From an optimization exercise on the open Yosys and OpenROAD flow, aimed at small area, a short achievable clock period and few clock cycles; shortcuts taken in it are not production practice. RTL that was checked went through simulation tests only; none was proved equivalent to the original. No activity file was given, so power comes from the tool's default toggle rates.

==> flow/design.v (excerpt) <==
module dither_core (
    input  wire        clk,
    input  wire        rst,             
    input  wire        start,
    input  wire [1:0]  cfg_mode,        
    input  wire        cfg_invert,
    input  wire        cfg_frame,
    input  wire        cfg_pack,        
    input  wire [7:0]  cfg_threshold,
    input  wire [15:0] cfg_width,
    input  wire [15:0] cfg_height,
    output reg         busy,
    output reg         done,
    output reg         error,
    input  wire        in_valid,
    output reg         in_ready,
    input  wire [15:0] in_data,
    output reg         out_valid,
    input  wire        out_ready,
    output reg  [7:0]  out_data,
    output reg         out_last
);
For scale: about 3600 cells after synthesis, about 2000 flip-flops, ~80 I/O pins.
clock: 24.0 ns
lec_check: 0
cap_margin: 20
core_margin: 2
core_utilization: 50
cts_cluster_diameter: 80
cts_cluster_size: 25
place_density: 0.65
slew_margin: 20
standard.sh (not shown) runs the stock make flow with config.mk's settings and CLKGATE_MAP_FILE= SYNTH_SCRIPT=/design/flow/synth_recipe.tcl, a recipe that flattens the netlist after the stock synthesis.
==> flow/flow/run.sh <==
#!/bin/bash
# Own layout flow: the standard synthesis and ORFS steps, with the timing
# repair asked to keep a setup margin (the clock and constraints are the standard flow's).
set -euo pipefail
bash standard.sh synth > synth.log 2>&1
bash standard.sh SETUP_SLACK_MARGIN=18 "BUFFER_PORTS_ARGS=-buffer_cell sky130_fd_sc_hd__buf_2" \
  "CTS_ARGS=-sink_clustering_enable -repair_clock_nets -sink_clustering_size 20 -sink_clustering_max_diameter 60 -dont_use_dummy_load -sink_clustering_buffer sky130_fd_sc_hd__clkbuf_8" \
  finish > layout.log 2>&1
The baseline completed without violations.
Edit:
--- a/flow/design.v
+++ b/flow/design.v
@@ -41,73 +41,73 @@
     reg        run;          
     reg        err_st;       
     reg        hdr_act;      
     reg [3:0]  hdr_idx;
     reg        trl_act;      
     reg [2:0]  trl_idx;
     reg        pend_full;    
     reg [7:0]  pend_data;
     reg        pend_last;
     reg [5:0]  x;            
-    reg [5:0]  p;            
+    reg [5:0]  dcnt;         
     reg        row0, row1;   
     reg [2:0]  ym;           
     reg        vq;           
     reg [15:0] dq;
     reg        first;        
     reg        second;       
     reg        al;           
     reg        be;           
     reg        lastcol;      
     reg        penult;       
     reg        real_px;      
     reg        hdr_lag;      
     reg        pe_lag;       
     reg [6:0]  bits;
     wire start_ok = start && idle;
     reg        st1;          
     reg        wbig;         
     wire geom_bad = wbig || wsrc == 7'd0 || wsrc > 7'd64 || rl == 16'd0;
     wire lastrow = (rl == 16'd1);
+    wire lastrow2 = (rl == 16'd2);
     wire padok   = (!be || pe_lag) && !(lastcol && row0 && hdr_lag);
     wire proc    = run && al && (real_px ? vq : padok);
     wire [5:0] x_inc = lastcol ? 6'd0 : x + 6'd1;
-    wire [5:0] p_inc = (p == lm1 || p == 6'd63) ? 6'd0 : p + 6'd1;
     wire [5:0] x1     = proc ? x_inc : x;
     wire       rowst  = proc && lastcol;          
     wire       run1   = run && !(rowst && lastrow);
     wire       row0_1 = rowst ? 1'b0 : row0;
     wire       row1_1 = rowst ? row0 : row1;
     wire [15:0] rl1   = rowst ? rl - 16'd1 : rl;
-    wire       lastrow1 = (rl1 == 16'd1);
+    wire       lastrow1 = rowst ? lastrow2 : lastrow;
     wire out_free   = !out_valid || out_ready;
     wire hdr_load   = out_free && hdr_act;
     wire hdr_act1   = hdr_act && !(hdr_load && hdr_idx == 4'd12);
     wire pend_take  = out_free && !hdr_act && pend_full;
     wire push       = proc && be;
     wire pend_full1 = push || (pend_full && !pend_take);
-    wire [5:0] p1       = p_inc;
-    wire       al1      = (p1 == x1);
+    wire       lwide    = (wsel < 3'd4);                   
+    wire [5:0] lmw      = {3'b101, 3'b000} - {wsel + 3'd1, 3'b000};    
+    wire [5:0] dcnt1    = proc ? ((lastcol && lwide) ? lmw : dcnt)
+                               : ((dcnt == 6'd0) ? lm1 : dcnt - 6'd1);
+    wire       al1      = (dcnt1 == 6'd0);
     wire       be1      = (x1[2:0] == 3'd7);
     wire       lastcol1 = proc ? penult : lastcol;
     wire       real1    = ({1'b0, x1} < wsrc);
-    wire [5:0] x1_inc   = lastcol1 ? 6'd0 : x1 + 6'd1;
-    wire [5:0] p1_inc   = (p1 == lm1) ? 6'd0 : p1 + 6'd1;
     wire       pe_lag1 = !pend_full && !push;
-    function ok2;
-        input [5:0] xx;
-        input       r0;
-        ok2 = (xx[2:0] != 3'd7 || pe_lag1) && !(xx == wm1 && r0 && hdr_act);
-    endfunction
-    wire       rdyA = run1 && !(lastcol1 && lastrow1) && ({1'b0, x1_inc} < wsrc) && (p1_inc == x1_inc)
-                      && ok2(x1_inc, row0_1 && !lastcol1);
-    wire       rdyB = run1 && (p1_inc == x1) && real1 && ok2(x1, row0_1);
+    wire       penult1  = proc ? (x == wm1 - 6'd2) : penult;
+    wire       rdyA = run1 && !(lastcol1 && lastrow1) && !(lastcol1 && lwide)
+                      && (lastcol1 || ({1'b0, x1} + 7'd1 < wsrc))
+                      && (x1[2:0] != 3'd6 || pe_lag1)
+                      && !(penult1 && row0_1 && hdr_act);
+    wire       rdyB = run1 && (dcnt1 == 6'd1) && real1 && (!be1 || pe_lag1)
+                      && !(lastcol1 && row0_1 && hdr_act);
     wire       padproc1 = run1 && al1 && !real1 && (!be1 || pe_lag1)
                           && !(lastcol1 && row0_1 && hdr_act);
     wire       realgo1  = run1 && al1 && real1;
     wire       vq1      = in_valid && in_ready;
     wire       in_ready_nx = (realgo1 ? vq1 : padproc1) ? rdyA : rdyB;
     reg  [RW-1:0] vr [0:NV-1];
     reg  [RW-1:0] e1, e2, e3, e4;
     reg  [RW-1:0] tap;
     always @(*) begin
         case (lsel)
@@ -257,40 +257,40 @@
             pack   <= cfg_pack;
             fs     <= !cfg_pack && cfg_mode == 2'd0;
             atk    <= !cfg_pack && cfg_mode == 2'd1;
             invert <= cfg_invert;
             frame  <= cfg_frame;
             thr    <= cfg_threshold;
             wsrc   <= cfg_width[6:0];
             wsel   <= cfg_wsel;
             rl     <= cfg_height;
             x      <= 6'd0;
-            p      <= 6'd62;
+            dcnt   <= 6'd2;
             wbig   <= cfg_width[15:7] != 9'd0;
             row0   <= 1'b1;
             row1   <= 1'b0;
             ym     <= 3'd0;
             first  <= 1'b1;
             second <= 1'b0;
             al      <= 1'b0;
             be      <= 1'b0;
             lastcol <= 1'b0;
             penult  <= 1'b0;
             real_px <= 1'b1;
         end else begin
             al      <= al1;
             be      <= be1;
             lastcol <= lastcol1;
             penult  <= (x1 == wm1 - 6'd1);
             real_px <= real1;
             x  <= x1;
-            p  <= p_inc;
+            dcnt <= dcnt1;
             rl <= rl1;
             row0 <= row0_1;
             row1 <= row1_1;
             if (rowst)
                 ym <= ym + 3'd1;
             if (proc) begin
                 first  <= lastcol;
                 second <= first;
             end
         end
Result:
- The changed run passed the timing, design-rule and antenna checks
- non-clock buffer count went down by 19
- register-to-register slack gains 0.06 ns
- worst setup slack loses 0.032 ns
- wire length went down by 1.4%
- combinational power went down by 23%
- design area went down by 1.1%
- clock power is about the same
- hold slack loses 0.013 ns
- critical path depth does not change
- sequential share of layout area went up by 1.1 points
- via count went down by 2.2%
- clock skew went down by 0.0031 ns
- final cell count went down by 1.0%
- sequential power stays flat
Testbench counts after the change, summed over its fixed seeds: cycles 111,708.
Only the layout flow was run in the first run of this note; the RTL was not checked for function there.

---

Another version of the RTL of dither_core (not shown whole).
Size in the first run: about 3500 cells after synthesis, roughly 2000 flip-flops, ~80 I/O pins, roughly 51000 sq um of cells after synthesis.
Settings: LEC_CHECK=0, CAP_MARGIN=20, CORE_MARGIN=2, CORE_UTILIZATION=60, PLACE_DENSITY=0.75, SLEW_MARGIN=20; clock period 24.0 ns.
Scripts as last shown in full above: flow/flow/run.sh
Testbench counts at the start, summed over its fixed seeds: cycles 111,708.
Edit:
--- a/flow/design.v
+++ b/flow/design.v
@@ -102,25 +102,31 @@
     wire       rdyB = run1 && (dcnt1 == 6'd1) && real1 && (!be1 || pe_lag1)
                       && !(lastcol1 && row0_1 && hdr_act);
     wire       padproc1 = run1 && al1 && !real1 && (!be1 || pe_lag1)
                           && !(lastcol1 && row0_1 && hdr_act);
     wire       realgo1  = run1 && al1 && real1;
     wire       vq1      = in_valid && in_ready;
     wire       in_ready_nx = (realgo1 ? vq1 : padproc1) ? rdyA : rdyB;
     reg  [RW-1:0] vr [0:NV-1];
     reg  [RW-1:0] e1, e2, e3, e4;
     reg  [RW-1:0] tap;
     always @(*) begin
-        tap = lsel[1] ? (lsel[0] ? vr[59] : vr[51]) : (lsel[0] ? vr[43] : vr[35]);
+        case (lsel)
+            2'd0: tap = vr[35];
+            2'd1: tap = vr[43];
+            2'd2: tap = vr[51];
+            default: tap = vr[59];
+        endcase
     end
     reg  signed [16:0] ea;
+    reg         [14:0] eb;        
     reg  signed [16:0] cc;        
     reg                wb_last;   
     function signed [13:0] atk_a;
         input signed [16:0] e;
         atk_a = (e >>> 3) + $signed({13'd0, e[16] && e[2:0] != 3'd0});
     endfunction
     function rnd16;
         input signed [16:0] e;
         rnd16 = e[16] && e[3:0] != 4'd0;
     endfunction
     function [1:0] l3;
@@ -162,37 +168,38 @@
     wire signed [16:0] u2 = fs ? $signed({u3[14:0], l3r}) : (m_d ? $signed(e2[27:14]) : 17'sd0);
     wire signed [16:0] u4 = fs ? $signed({u5[15:0], m_l && rl_}) : 17'sd0;
     wire        [2:0]  u6 = (fs && m_m) ? l5m : 3'd0;
     wire               u7 = fs && m_r && rr_;
     wire signed [16:0] c_nx = u1 + u2 + u3 + u4 + u5 + $signed({14'd0, u6}) + $signed({16'd0, u7});
     wire        in_big = (in_data[15:8] == 8'hFF) && (in_data[7:0] != 8'd0);
     wire [15:0] dq_nx  = (!real1 || in_big) ? FULL : in_data;
     wire [15:0] fval   = dq;
     wire signed [12:0] za   = ea >>> 4;
     wire signed [18:0] za19 = {{6{za[12]}}, za};
     wire signed [18:0] ea19 = {{5{ea[16]}}, ea[16:3]};
-    wire signed [18:0] eb19 = {{5{vr[0][13]}}, vr[0][13:0]};
+    wire signed [18:0] eb19 = {{5{eb[14]}}, eb[14:1]};
     wire        [3:0]  ra   = ea[3:0];
     wire        [2:0]  lr   = !ea[16] ?
                             ((ra >= 4'd14) ? 3'd6 : (ra >= 4'd12) ? 3'd5 : (ra >= 4'd10) ? 3'd4 :
                              (ra >= 4'd7)  ? 3'd3 : (ra >= 4'd5)  ? 3'd2 : (ra >= 4'd3)  ? 3'd1 : 3'd0) :
                             ((ra >= 4'd14) ? 3'd7 : (ra >= 4'd12) ? 3'd6 : (ra >= 4'd10) ? 3'd5 :
                              (ra >= 4'd7)  ? 3'd4 : (ra >= 4'd5)  ? 3'd3 : (ra >= 4'd3)  ? 3'd2 :
                              (ra >= 4'd1)  ? 3'd1 : 3'd0);
     wire        c8a = ea[16] && ea[2:0] != 3'd0;
+    wire        c8b = eb[0];
     wire [18:0] op0 = {3'b000, fval};
     wire [18:0] op1 = cc;
     wire [18:0] op2 = first ? 19'd0 : fs ? {za19[15:0], lr} : ea19;
     wire [18:0] op3 = (first || (!fs && second)) ? 19'd0 : fs ? ~za19 : eb19;
     wire        b1  = !first && (fs || c8a);
-    wire        b2  = 1'b0;
+    wire        b2  = !first && !fs && !second && c8b;
     wire [18:0] s1  = op0 ^ op1 ^ op3;
     wire [18:0] k1  = {(op0[17:0] & op1[17:0]) | (op0[17:0] & op3[17:0]) | (op1[17:0] & op3[17:0]), b1};
     wire [18:0] s2  = s1 ^ k1 ^ op2;
     wire [18:0] k2  = {(s1[17:0] & k1[17:0]) | (s1[17:0] & op2[17:0]) | (k1[17:0] & op2[17:0]), b2};
     wire [8:0]  vlo = s2[7:0] + k2[7:0];
     wire        c8  = vlo[8];
     wire [10:0] v_hi = s2[18:8] + k2[18:8] + {10'd0, c8};
     wire [10:0] nthr = -{3'b000, thr};
     wire [10:0] sT  = s2[18:8] ^ k2[18:8] ^ nthr;
     wire [10:0] kT  = {(s2[17:8] & k2[17:8]) | (s2[17:8] & nthr[9:0]) | (k2[17:8] & nthr[9:0]), 1'b0};
     wire [10:0] vt_hi = sT + kT + {10'd0, c8};
@@ -288,22 +295,23 @@
             row1 <= row1_1;
             if (rowst)
                 ym <= ym + 3'd1;
             if (proc) begin
                 first  <= lastcol;
                 second <= first;
             end
         end
         wb_last <= proc && lastcol;
         if (proc) begin
             ea <= e_new;
+            eb <= {ea[16:3], c8a};
             if (be)
                 pend_data <= {bits, pix_bit};
             else
                 bits <= {bits[5:0], pix_bit};
             if (be)
                 pend_last <= lastcol && lastrow && !frame;
         end
         hdr_lag <= hdr_act;
         pe_lag  <= pe_lag1;
     end
     always @(posedge clk) begin
=>
- The new run went through all stages and came out clean
- combinational power rose by about 2%
- wire length rose by 1.1%
- first-iteration DRC count rose by 1.9%
- clock skew rose by 0.0064 ns
- non-clock buffer count fell by 4
- global-route usage fell by 0.20 points
- final area rose by about 1.3%
- critical path depth does not change
- area after synthesis rose by 1.5%
- fmax fell by 0.66%
- utilization fell by 0.26 points
- setup slack gets worse by 0.039 ns
- flip-flop and latch count rose by 15
- sequential power rose by about 2%
Testbench counts after the change, summed over its fixed seeds: cycles 111,708.

==> what the ideal ports hide <==
The flow's constraints put no driver on any port. The routed layouts listed below were extracted and timed again, unchanged, in two steps.
Step 1 assumes that a clkbuf_16 drives the clock port and a buf_2 every other input.
Step 2 also shifts input and output timing later by t, the mid clock arrival at the registers, as if the neighbouring blocks saw the same clock.
a / b / c = ideal / step 1 / step 2; a / b = the first two.
run | shift t [ns] | slack for setup (ns) | hold WS [ns] | worst setup path after step 2 | worst register clock-pin slew, ns
the first run of note 1 | 0.703 | 18.020 / 17.944 / 17.379 | 0.278 / 0.278 / 0.278 | input to register | 0.11 / 0.11
the second run of note 1 | 0.699 | 17.988 / 17.923 / 17.583 | 0.265 / 0.265 / 0.265 | input to register | 0.11 / 0.11
the first run of note 2 | 0.683 | 18.037 / 17.972 / 17.810 | 0.291 / 0.291 / 0.291 | input to register | 0.11 / 0.11
the second run of note 2 | 0.682 | 17.998 / 17.937 / 17.533 | 0.289 / 0.289 / 0.289 | input to register | 0.12 / 0.12
After both steps setup and hold are still met in every run listed. The setup slack of the first run of note 1, which loses most, moves by -0.076 ns with the drivers and by -0.641 ns with both steps.
